Source: an optimization exercise on an open RTL-to-GDS flow (aim: small area). Production flows keep margins and buffers that such runs may drop.
The RTL was checked by simulation tests, not by an equivalence proof against the original design.
Power figures rest on the tool's default switching activity, not on a simulated workload.

## pidmc
module pidmc (
    input  wire        clk,
    input  wire        rst,         
    input  wire        start,
    input  wire        tick_fast,
    input  wire        tick_med,
    input  wire        tick_ctrl,
    input  wire        pulse,
    input  wire        ready,
    input  wire [15:0] adc,
    output wire [7:0]  duty,
    output wire        init_done,
    output wire        lcd_rs,
    output wire        lcd_rw,
    output wire        lcd_e,
    output wire [7:0]  lcd_d
);
    localparam [1:0] TS_IDLE = 2'd0, TS_SETUP = 2'd1, TS_EHI = 2'd2, TS_SETTLE = 2'd3;
    localparam [6:0] Q_TARGET = 7'd27, Q_PULSES = 7'd29, Q_CSEXIT = 7'd30,
                     Q_RETC = 7'd65, Q_DIVEND = 7'd99;
    localparam [2:0] S_SEL = 3'd0, S_HOME = 3'd1, S_HOMEW = 3'd2, S_LINE2 = 3'd3,
                     S_LINE2W = 3'd4, S_CHAR = 3'd5, S_CHARW = 3'd6, S_RETM = 3'd7;
    localparam [1:0] S_TICK = 2'd0, S_CMD = 2'd1, S_CMDW = 2'd2, S_RETF = 2'd3;
    function [6:0] template_char(input [4:0] i);
        template_char = {
            (i[0] & ~i[3]) | (~i[2] & ~i[3]) | (~i[1] & ~i[3]) | (~i[1] & ~i[2]),
            (i[1] & i[3]) | (~i[0] & i[1] & i[2]) | (i[2] & i[3]),
            (i[0] & i[1] & i[2]) | (~i[0] & ~i[2] & ~i[3] & ~i[4]) | (i[2] & i[3]) | (i[0] & i[2] & ~i[4]) | (i[1] & ~i[2] & ~i[3] & i[4]) | (~i[0] & ~i[1] & i[3]),
            (i[0] & ~i[1] & i[2] & i[4]) | (i[0] & ~i[1] & i[3]) | (~i[0] & i[1] & i[3]),
            (~i[0] & i[1] & i[3]) | (i[0] & ~i[1] & i[3]) | (~i[0] & i[1] & ~i[2] & i[4]) | (~i[0] & ~i[1] & ~i[3] & ~i[4]) | (i[0] & i[1] & ~i[2] & ~i[3]) | (i[0] & ~i[1] & i[2]),
            (i[0] & i[1] & i[2]) | (i[0] & ~i[1] & ~i[2] & ~i[3] & i[4]) | (i[1] & ~i[2] & ~i[3] & ~i[4]),
  ...
Size in the first run: about 690 cells after synthesis, roughly 44 I/O pins, roughly 5700 µm² of cells after synthesis.
Settings: LEC_CHECK=0, CAP_MARGIN=20, CORE_MARGIN=2, CORE_UTILIZATION=60, SLEW_MARGIN=20; clock period 100.0 ns.
standard.sh (not shown) runs the stock make flow with config.mk's settings and CLKGATE_MAP_FILE= SYNTH_SCRIPT=/design/flow/synth_recipe.tcl, a recipe that flattens the netlist after the stock synthesis.
==> flow/flow/run.sh <==
#!/bin/bash
# Own layout flow:
#  1. the standard synthesis, unchanged;
#  2. an area re-mapping of its combinational logic by ABC: the flip-flops
#     and tie cells stay the same instances, names and cell types.  Two
#     chains of rounds are run from the standard netlist; in each round
#     every ABC script of the chain's list is applied to the current
#     netlist and the smallest result becomes the next round's input.  The
#     smallest netlist seen is used, and only if a formal equivalence check
#     against the standard netlist passes;
#  3. the standard layout, with the smallest buffer on the ports and a
#     clock tree of small clock buffers without dummy loads.
set -uo pipefail
R=orfs/results/sky130hd/pidmc/base
bash standard.sh synth > log_1_standard_synth.log 2>&1 || exit 1
cp $R/1_2_yosys.v std_synth.v
mkdir -p reopt
best_area=""
echo "re-mapping rounds" > reopt_status.txt

run_chain() {  # chain name, script list, number of rounds
  local chain=$1 list=$2 rounds=$3 round k S f a ra rb
  cp std_synth.v reopt/cur.v
  for round in $(seq 1 $rounds); do
    k=0
    while read -r S; do
      S=$(printf '%s' "$S" | sed 's/[&#\\]/\\&/g')
      sed -e "s#@SCRIPT@#$S#" -e "s#std_synth.v#reopt/cur.v#" \
          -e "s#reopt_after.txt#reopt/after_${chain}${round}_$k.txt#" \
          -e "s#reopt_before.txt#reopt/before_${chain}${round}_$k.txt#" \
          -e "s#reopt.v#reopt/net_${chain}${round}_$k.v#" flow/reopt.ys > reopt/r_${chain}${round}_$k.ys
      timeout 600 yosys -s reopt/r_${chain}${round}_$k.ys > reopt/log_yosys_${chain}${round}_$k.log 2>&1 &
      k=$((k+1))
      if (( k % 8 == 0 )); then wait; fi
    done < $list
    wait
    rb=""; ra=""
    for f in reopt/after_${chain}${round}_*.txt; do
      a=$(grep "Chip area" $f 2>/dev/null | awk '{print $NF}')
      [ -n "$a" ] || continue
      if [ -z "$ra" ] || awk "BEGIN{exit !($a < $ra)}"; then ra=$a; rb=${f#reopt/after_}; rb=${rb%.txt}; fi
    done
    [ -n "$rb" ] || break
    echo "chain $chain round $round: best $rb area $ra" >> reopt_status.txt
    cp reopt/net_$rb.v reopt/cur.v
    if [ -z "$best_area" ] || awk "BEGIN{exit !($ra < $best_area)}"; then
      best_area=$ra; cp reopt/net_$rb.v reopt.v
    fi
  done
}
run_chain a flow/abc_scripts_a.txt 12
run_chain b flow/abc_scripts_b.txt 12

echo "best area $best_area" >> reopt_status.txt
if [ -n "$best_area" ] && yosys -s flow/eq.ys > log_3_equiv_yosys.log 2>&1; then
  cp reopt.v $R/1_2_yosys.v
  echo "re-mapped netlist used" >> reopt_status.txt
else
  echo "re-mapping or equivalence failed; standard netlist used" >> reopt_status.txt
fi
rm -f $R/1_synth.odb $R/1_synth.sdc
export BUFFER_PORTS_ARGS="-buffer_cell sky130_fd_sc_hd__buf_1"
export CTS_ARGS="-sink_clustering_enable -repair_clock_nets -buf_list sky130_fd_sc_hd__clkbuf_4 -dont_use_dummy_load"
bash standard.sh finish > log_4_standard_layout.log 2>&1
Other scripts of this flow, unchanged in this note and not shown: flow/flow/abc_scripts_a.txt, flow/flow/abc_scripts_b.txt, flow/flow/eq.ys, flow/flow/reopt.ys
The first run went through all stages and came out clean.
==> next run, changes <==
--- a/flow/design.v
+++ b/flow/design.v
@@ -14,19 +14,19 @@
     output wire        lcd_rw,
     output wire        lcd_e,
     output wire [7:0]  lcd_d
 );
     localparam [1:0] TS_IDLE = 2'd0, TS_SETUP = 2'd1, TS_EHI = 2'd2, TS_SETTLE = 2'd3;
     localparam [6:0] Q_TARGET = 7'd27, Q_PULSES = 7'd29, Q_CSEXIT = 7'd30,
                      Q_RETC = 7'd65, Q_DIVEND = 7'd99;
     localparam [2:0] S_SEL = 3'd0, S_HOME = 3'd1, S_HOMEW = 3'd2, S_LINE2 = 3'd3,
                      S_LINE2W = 3'd4, S_CHAR = 3'd5, S_CHARW = 3'd6, S_RETM = 3'd7;
-    localparam [1:0] S_TICK = 2'd0, S_CMD = 2'd1, S_CMDW = 2'd2, S_RETF = 2'd3;
+    localparam [1:0] S_TICK = 2'd0, S_CMD = 2'd1, S_CMDW = 2'd3, S_RETF = 2'd2;
     function [6:0] template_char(input [4:0] i);
         template_char = {
             (i[0] & ~i[3]) | (~i[2] & ~i[3]) | (~i[1] & ~i[3]) | (~i[1] & ~i[2]),
             (i[1] & i[3]) | (~i[0] & i[1] & i[2]) | (i[2] & i[3]),
             (i[0] & i[1] & i[2]) | (~i[0] & ~i[2] & ~i[3] & ~i[4]) | (i[2] & i[3]) | (i[0] & i[2] & ~i[4]) | (i[1] & ~i[2] & ~i[3] & i[4]) | (~i[0] & ~i[1] & i[3]),
             (i[0] & ~i[1] & i[2] & i[4]) | (i[0] & ~i[1] & i[3]) | (~i[0] & i[1] & i[3]),
             (~i[0] & i[1] & i[3]) | (i[0] & ~i[1] & i[3]) | (~i[0] & i[1] & ~i[2] & i[4]) | (~i[0] & ~i[1] & ~i[3] & ~i[4]) | (i[0] & i[1] & ~i[2] & ~i[3]) | (i[0] & ~i[1] & i[2]),
             (i[0] & i[1] & i[2]) | (i[0] & ~i[1] & ~i[2] & ~i[3] & i[4]) | (i[1] & ~i[2] & ~i[3] & ~i[4]),
             (~i[0] & ~i[1] & i[2]) | (~i[0] & ~i[1] & ~i[3] & i[4]) | (i[0] & ~i[1] & ~i[2]) | (~i[0] & i[1] & i[3]) | (i[0] & ~i[2] & ~i[3])
@@ -214,26 +214,18 @@
         if (rst) begin
             duty_r      <= 8'h80;
             init_done_r <= 1'b0;
             ts          <= TS_IDLE;
             tw          <= 7'd0;
             pend        <= 3'b000;
             act         <= 2'b00;
             ck          <= 2'd0;
             bg_started  <= 1'b0;
-            m3          <= 4'd0;
-            m2          <= 4'd0;
-            m1          <= 4'd0;
-            m0          <= 1'b0;
-            c3          <= 1'b0;
-            c2          <= 4'd0;
-            c1          <= 4'd0;
-            c0          <= 4'd0;
         end else begin
             duty_r <= duty_next;
             case (ts)
                 TS_SETUP:  ts <= TS_EHI;
                 TS_EHI:    ts <= TS_SETTLE;
                 TS_SETTLE: if (ready) ts <= TS_IDLE;
                 default:   ;
             endcase
             if (disp) begin
@@ -242,31 +234,18 @@
                 if (disp_ctrl) ck <= 2'd1;
             end else if (run_ctrl) begin
                 if (!c_body) begin
                     if (!ck[1]) begin
                         ck <= (cq == Q_DIVEND) ? 2'd3 : 2'd2;
                     end else begin
                         ck <= 2'd0;
                     end
                 end else begin
-                    if (fmt) begin
-                        case (cq[4:0])
-                            5'd12: c3 <= (r >= 12'd4093);
-                            5'd13: c2 <= r_dig;
-                            5'd14: c1 <= r_dig;
-                            5'd15: c0 <= r_dig;
-                            5'd28: m3 <= t3;
-                            5'd29: m2 <= t2;
-                            5'd30: m1 <= t1;
-                            5'd31: m0 <= t0;
-                            default: ;
-                        endcase
-                    end
                     if (cq == Q_RETC) ck <= 2'd0;
                 end
             end else if (run_med) begin
                 case (hpc_med)
                     S_HOME: begin
                         tw <= word;
                         ts <= TS_SETUP;
                     end
                     S_LINE2: begin
@@ -299,18 +278,40 @@
                     pend[j] <= ticks[j];
                 else if (ticks[j])
                     pend[j] <= 1'b1;
             end
         end
     end
     always @(posedge clk) begin
         cursor <= cursor_next;
         cq     <= cq_next;
+        if (!bg_started) begin
+            m3 <= 4'd0;
+            m2 <= 4'd0;
+            m1 <= 4'd0;
+            m0 <= 1'b0;
+            c3 <= 1'b0;
+            c2 <= 4'd0;
+            c1 <= 4'd0;
+            c0 <= 4'd0;
+        end else if (run_ctrl && fmt) begin
+            case (cq[4:0])
+                5'd12: c3 <= (r >= 12'd4093);
+                5'd13: c2 <= r_dig;
+                5'd14: c1 <= r_dig;
+                5'd15: c0 <= r_dig;
+                5'd28: m3 <= t3;
+                5'd29: m2 <= t2;
+                5'd30: m1 <= t1;
+                5'd31: m0 <= t0;
+                default: ;
+            endcase
+        end
         if (pulses_op || !init_done_r) begin
             pa  <= 6'd0;
             pc3 <= 4'd0;
             pc2 <= 4'd0;
             pc1 <= 4'd0;
             pc0 <= count_pulse;
         end else if (count_pulse) begin
             if (pc_wrap) begin
                 pa  <= 6'd0;
The new run produced a clean layout.
Via count rose by 7.3%.
Combinational power fell by about 16%.
Utilization rose by 0.11 points.
First-iteration DRC count rose by about 17%.
Critical path depth rose by 5.
Wire length rose by about 6%.
Power fell by about 5%.
Global-route usage rose by 1.5 points.
Area after synthesis is about the same.
Clock-buffer cell count is unchanged.

[port drivers added, routing unchanged]
Ports are ideal in the flow. The routed layouts listed here were re-timed in OpenROAD. Step 1 sets driving cells, clkbuf_16 on the clock port and buf_2 on the other inputs (assumed; they add their load-dependent delay and slew). Step 2 adds t to the input delays and takes it off the output delays; t is the mean of the earliest and latest rising clock arrival at the registers after step 1. Input paths then give back, and output paths get back, about the clock's delay inside the block. a / b / c = ideal ports / drivers / drivers and shift; a / b = the first two.
| run | t (ns) | slack for setup (ns) | hold WS [ns] | worst setup path at the end | pins driven straight from the clock port |
|---|---|---|---|---|---|
| the first run | 0.539 | 77.369 / 77.381 / 76.842 | 0.475 / 0.475 / 0.475 | input to register | 1 |
| the second run | 0.546 | 77.866 / 77.880 / 77.334 | 0.460 / 0.460 / 0.460 | input to register | 1 |
After both steps setup and hold are still met in every run listed. For the second run, which loses most, drivers alone change the setup slack by +0.014 ns; drivers and shift together by -0.532 ns.
